This design comes from an exercise in tuning for small area and a short achievable clock period on the open sky130 flow, not from production work.
Function was checked by simulation only, so behaviour that the tests miss may differ from the original.

==> v17 <==
Design rlwe_alu, start of the top module:
module rlwe_alu (
    input  wire        clk,
    input  wire        rst,         
    input  wire        in_valid,
    input  wire [2:0]  in_op,
    input  wire [31:0] in_a,
    input  wire [31:0] in_b,
    input  wire [31:0] in_c,
    output wire        out_valid,
    output wire [31:0] out_y0,
    output wire [31:0] out_y1
);
==> flow/config.mk <==
export PLATFORM = sky130hd
export DESIGN_NAME = rlwe_alu
export DESIGN_NICKNAME = rlwe_alu
export VERILOG_FILES = /design/flow/design.v
export SDC_FILE = /design/flow/constraint.sdc
export NUM_CORES = 4
export LEC_CHECK = 0
export CAP_MARGIN = 20
export CORE_MARGIN = 2
export CORE_UTILIZATION = 40
export CTS_CLUSTER_DIAMETER = 90
export CTS_CLUSTER_SIZE = 40
export SLEW_MARGIN = 20
export SYNTH_HIERARCHICAL = 1
export SYNTH_MINIMUM_KEEP_SIZE = 0
==> flow/constraint.sdc <==
create_clock -name core_clock -period 26.0 [get_ports {clk}]
set_input_delay 5.2000 -clock core_clock [delete_from_list [all_inputs] [get_ports {clk}]]
set_output_delay 5.2000 -clock core_clock [all_outputs]
set_load 0.01 [all_outputs]
standard.sh (not shown) runs the stock make flow with config.mk's settings and CLKGATE_MAP_FILE= SYNTH_SCRIPT=/design/flow/synth_recipe.tcl, a recipe that flattens the netlist after the stock synthesis.
==> flow/flow/run.sh <==
#!/bin/bash
# The standard layout, with every port buffered by a plain buf_2 instead of
# the delay buffer buffer_ports picks by default.
set -euo pipefail
export BUFFER_PORTS_ARGS="-buffer_cell sky130_fd_sc_hd__buf_2"
bash standard.sh > standard_make.log 2>&1
==> v7 (differences from v17) <==
--- a/flow/design.v
+++ b/flow/design.v
@@ -2332,14 +2332,19 @@
     wire k1470_29g;
     rlwe_g u_k1470_29 (.gh(n1502), .ph(n1501), .gl(k1470_16g), .g(k1470_29g));
     wire [17:0] t1 = {n1503 ^ k1470_29g, n1501 ^ k1470_16g, n1499 ^ k1470_28g, n1497 ^ k1470_20g, n1495 ^ k1470_27g, n1493 ^ k1470_17g, n1491 ^ k1470_26g, n1489 ^ k1470_19g, n1487 ^ k1470_25g, n1485 ^ k1470_14g, n1483 ^ k1470_24g, n1481 ^ k1470_18g, n1479 ^ k1470_23g, n1477 ^ k1470_10g, n1475 ^ k1470_22g, n1473 ^ k1470_1g, n1471 ^ 1'b0, n1434};
     reg v4;
     always @(posedge clk) v4 <= rst ? 1'b0 : v3;
     wire smul3 = op3 == 3'd1;
-    reg  [2:0] op4;
-    always @(posedge clk) op4 <= op3;
+    wire [4:0] sel3 = {op3 == 3'd1,
+                       op3 == 3'd5 || op3 == 3'd6,
+                       op3 == 3'd4,
+                       op3 == 3'd0 || op3 == 3'd5 || op3 == 3'd6,
+                       op3 == 3'd2 || op3 == 3'd3 || op3 == 3'd4};
+    reg  [4:0] sel4;
+    always @(posedge clk) sel4 <= sel3;
     reg  [17:0] t04;
     always @(posedge clk) t04 <= smul3 ? {2'd0, p3[15:0]} : t0;
     reg  [17:0] t14;
     always @(posedge clk) t14 <= smul3 ? {2'd0, p3[31:16]} : t1;
     wire [13:0] y0c_s_t =
         ({14{t04[17:13] == 5'd1}} & 14'd8192) |
@@ -2694,31 +2699,16 @@
     rlwe_g u_k1584_24 (.gh(n1604), .ph(n1603), .gl(k1584_18g), .g(k1584_24g));
     wire k1584_25g;
     rlwe_g u_k1584_25 (.gh(n1608), .ph(n1607), .gl(k1584_16g), .g(k1584_25g));
     wire k1584_26g = (~y1c_s[14] & k1584_19g);
     wire [15:0] y1c_d = {~y1c_s[14] ^ k1584_26g, ~y1c_s[14] ^ k1584_19g, y1c_s[13] ^ k1584_25g, n1607 ^ k1584_16g, n1605 ^ k1584_24g, n1603 ^ k1584_18g, n1601 ^ k1584_23g, n1599 ^ k1584_13g, n1597 ^ k1584_22g, n1595 ^ k1584_17g, n1593 ^ k1584_21g, n1591 ^ k1584_9g, n1589 ^ k1584_20g, n1587 ^ k1584_1g, n1585 ^ 1'b0, ~y1c_s[0]};
     wire [13:0] y1c = y1c_d[15] ? y1c_s[13:0] : y1c_d[13:0];
-    reg [31:0] y0m, y1m;
-    always @(*) begin
-        y0m = 32'd0;
-        y1m = 32'd0;
-        case (op4)
-            3'd0:       y0m = {18'd0, y1c};
-            3'd1:       y0m = {t14[15:0], t04[15:0]};
-            3'd2, 3'd3: y0m = {18'd0, y0c};
-            3'd4: begin
-                y0m = {18'd0, y0c};
-                y1m = {18'd0, y1c};
-            end
-            3'd5, 3'd6: begin
-                y0m = {18'd0, y1c};
-                y1m = {18'd0, y0c};
-            end
-            default: ;
-        endcase
-    end
+    wire [13:0] y0r = ({14{sel4[0]}} & y0c) | ({14{sel4[1]}} & y1c);
+    wire [13:0] y1r = ({14{sel4[2]}} & y1c) | ({14{sel4[3]}} & y0c);
+    wire [31:0] y0m = sel4[4] ? {t14[15:0], t04[15:0]} : {18'd0, y0r};
+    wire [31:0] y1m = {18'd0, y1r};
     reg v5;
     always @(posedge clk) v5 <= rst ? 1'b0 : v4;
     reg  [31:0] y05;
     always @(posedge clk) y05 <= y0m;
     reg  [31:0] y15;
     always @(posedge clk) y15 <= y1m;
- CTS_CLUSTER_DIAMETER: 90 -> default
- CTS_CLUSTER_SIZE: 40 -> default
==> qor summary <==
metric                                                                             v7              v17
Multiplexer area fraction after synthesis                                      0.0110           0.0187
Run status                                                             finished clean   finished clean
Routed wire per std cell                                                      19.6 um          20.0 um
H-tree level count                                                                  2                1
GR met3 Demand/Resource                                                        0.0302           0.0245
Post-place instance area                                                  37,300 um^2      37,900 um^2
Startpoint of the most critical setup path                         y05[15]$_SDFF_PN0_  y05[15]$_DFF_P_
Slew @ Worst Pin                                                              1.12 ns         0.992 ns
Overall fraction of global-route tracks in use                                  0.205            0.204
Sequential share of cell area                                                   0.184            0.182
Count of filler cells inserted in the layout                                    8,466            8,659
Number of instances in the synthesized netlist                                  3,460            3,538
Share of the synthesized netlist area taken by xor and xnor gates               0.105            0.103
Aggregate routed wire length                                                91,800 um        94,900 um
Synthesized area per cell                                                   10.3 um^2        10.3 um^2
Nonclk inv count                                                                  145              149
Number of multi-input combinational cells in the layout                         2,768            2,832
GRT met1 Usage                                                                  0.262            0.259
Clock insertion delay at the later pin of the skew report                     0.60 ns          0.68 ns
Well-Tap Cells                                                                  1,165            1,176
Final core area utilization                                                     0.439            0.433
Worst Reg-to-Reg Cells                                                             19               24

---

==> wip/yarrow: inputs <==
Starting RTL as in the previous note.
clock: 26.0 ns
lec_check: 0
cap_margin: 20
core_margin: 2
core_utilization: 40
cts_cluster_diameter: 80
cts_cluster_size: 35
slew_margin: 20
synth_hierarchical: 1
synth_minimum_keep_size: 0
Scripts as last shown in full above: flow/flow/run.sh
==> wip/zinc: changes against wip/yarrow <==
--- a/flow/design.v
+++ b/flow/design.v
@@ -2330,18 +2330,23 @@
     wire k1470_28g;
     rlwe_g u_k1470_28 (.gh(n1498), .ph(n1497), .gl(k1470_20g), .g(k1470_28g));
     wire k1470_29g;
     rlwe_g u_k1470_29 (.gh(n1502), .ph(n1501), .gl(k1470_16g), .g(k1470_29g));
     wire [17:0] t1 = {n1503 ^ k1470_29g, n1501 ^ k1470_16g, n1499 ^ k1470_28g, n1497 ^ k1470_20g, n1495 ^ k1470_27g, n1493 ^ k1470_17g, n1491 ^ k1470_26g, n1489 ^ k1470_19g, n1487 ^ k1470_25g, n1485 ^ k1470_14g, n1483 ^ k1470_24g, n1481 ^ k1470_18g, n1479 ^ k1470_23g, n1477 ^ k1470_10g, n1475 ^ k1470_22g, n1473 ^ k1470_1g, n1471 ^ 1'b0, n1434};
     reg v4;
     always @(posedge clk) v4 <= rst ? 1'b0 : v3;
     wire smul3 = op3 == 3'd1;
-    reg  [2:0] op4;
-    always @(posedge clk) op4 <= op3;
+    wire [4:0] sel3 = {op3 == 3'd1,
+                       op3 == 3'd5 || op3 == 3'd6,
+                       op3 == 3'd4,
+                       op3 == 3'd0 || op3 == 3'd5 || op3 == 3'd6,
+                       op3 == 3'd2 || op3 == 3'd3 || op3 == 3'd4};
+    reg  [4:0] sel4;
+    always @(posedge clk) sel4 <= sel3;
     reg  [17:0] t04;
     always @(posedge clk) t04 <= smul3 ? {2'd0, p3[15:0]} : t0;
     reg  [17:0] t14;
     always @(posedge clk) t14 <= smul3 ? {2'd0, p3[31:16]} : t1;
     wire [13:0] y0c_s_t =
         ({14{t04[17:13] == 5'd1}} & 14'd8192) |
         ({14{t04[17:13] == 5'd2}} & 14'd4095) |
         ({14{t04[17:13] == 5'd3}} & 14'd12287) |
@@ -2692,35 +2697,20 @@
     rlwe_g u_k1584_23 (.gh(n1600), .ph(n1599), .gl(k1584_13g), .g(k1584_23g));
     wire k1584_24g;
     rlwe_g u_k1584_24 (.gh(n1604), .ph(n1603), .gl(k1584_18g), .g(k1584_24g));
     wire k1584_25g;
     rlwe_g u_k1584_25 (.gh(n1608), .ph(n1607), .gl(k1584_16g), .g(k1584_25g));
     wire k1584_26g = (~y1c_s[14] & k1584_19g);
     wire [15:0] y1c_d = {~y1c_s[14] ^ k1584_26g, ~y1c_s[14] ^ k1584_19g, y1c_s[13] ^ k1584_25g, n1607 ^ k1584_16g, n1605 ^ k1584_24g, n1603 ^ k1584_18g, n1601 ^ k1584_23g, n1599 ^ k1584_13g, n1597 ^ k1584_22g, n1595 ^ k1584_17g, n1593 ^ k1584_21g, n1591 ^ k1584_9g, n1589 ^ k1584_20g, n1587 ^ k1584_1g, n1585 ^ 1'b0, ~y1c_s[0]};
     wire [13:0] y1c = y1c_d[15] ? y1c_s[13:0] : y1c_d[13:0];
-    reg [31:0] y0m, y1m;
-    always @(*) begin
-        y0m = 32'd0;
-        y1m = 32'd0;
-        case (op4)
-            3'd0:       y0m = {18'd0, y1c};
-            3'd1:       y0m = {t14[15:0], t04[15:0]};
-            3'd2, 3'd3: y0m = {18'd0, y0c};
-            3'd4: begin
-                y0m = {18'd0, y0c};
-                y1m = {18'd0, y1c};
-            end
-            3'd5, 3'd6: begin
-                y0m = {18'd0, y1c};
-                y1m = {18'd0, y0c};
-            end
-            default: ;
-        endcase
-    end
+    wire [13:0] y0r = ({14{sel4[0]}} & y0c) | ({14{sel4[1]}} & y1c);
+    wire [13:0] y1r = ({14{sel4[2]}} & y1c) | ({14{sel4[3]}} & y0c);
+    wire [31:0] y0m = sel4[4] ? {t14[15:0], t04[15:0]} : {18'd0, y0r};
+    wire [31:0] y1m = {18'd0, y1r};
     reg v5;
     always @(posedge clk) v5 <= rst ? 1'b0 : v4;
     reg  [31:0] y05;
     always @(posedge clk) y05 <= y0m;
     reg  [31:0] y15;
     always @(posedge clk) y15 <= y1m;
     assign out_valid = v5;
     assign out_y0 = y05;
- CTS_CLUSTER_DIAMETER: 80 -> 70
- CTS_CLUSTER_SIZE: 35 -> 30
==> summary of the runs <==
Of wip/yarrow and wip/zinc, wip/zinc has the higher sequential share of layout area (gap 0.38 points).
Between wip/zinc and wip/yarrow, the lower non-clock buffer count is in wip/zinc (gap 15).
Against wip/yarrow, the clock skew of wip/zinc is lower by 3.8 ps.
Of wip/zinc and wip/yarrow, wip/yarrow has the higher final area (gap 1.4%, measured against wip/yarrow).

separate check: timing with driven ports:
Ports are ideal in the flow. The routed layouts listed here were re-timed in OpenROAD.
Step 1 assumes that a clkbuf_16 drives the clock port and a buf_2 every other input.
Step 2, shift: input delay + t, output delay - t, t = (earliest + latest rising clock arrival at the registers) / 2. This alone moves slack from input paths to output paths.
a / b / c = no drivers / after step 1 / after step 2; a / b = the first two.
| run | t (ns) | setup WS [ns] | worst data-port slew with drivers (ns) |
|---|---|---|---|
| v17 | 0.701 | 19.646 / 19.586 / 19.749 | 0.04 |
| v7 | 0.661 | 19.693 / 19.627 / 19.970 | 0.13 |
| wip/yarrow | 0.707 | 19.662 / 19.601 / 19.776 | 0.04 |
| wip/zinc | 0.635 | 19.693 / 19.627 / 19.985 | 0.14 |
After both steps setup and hold are still met in every run listed.
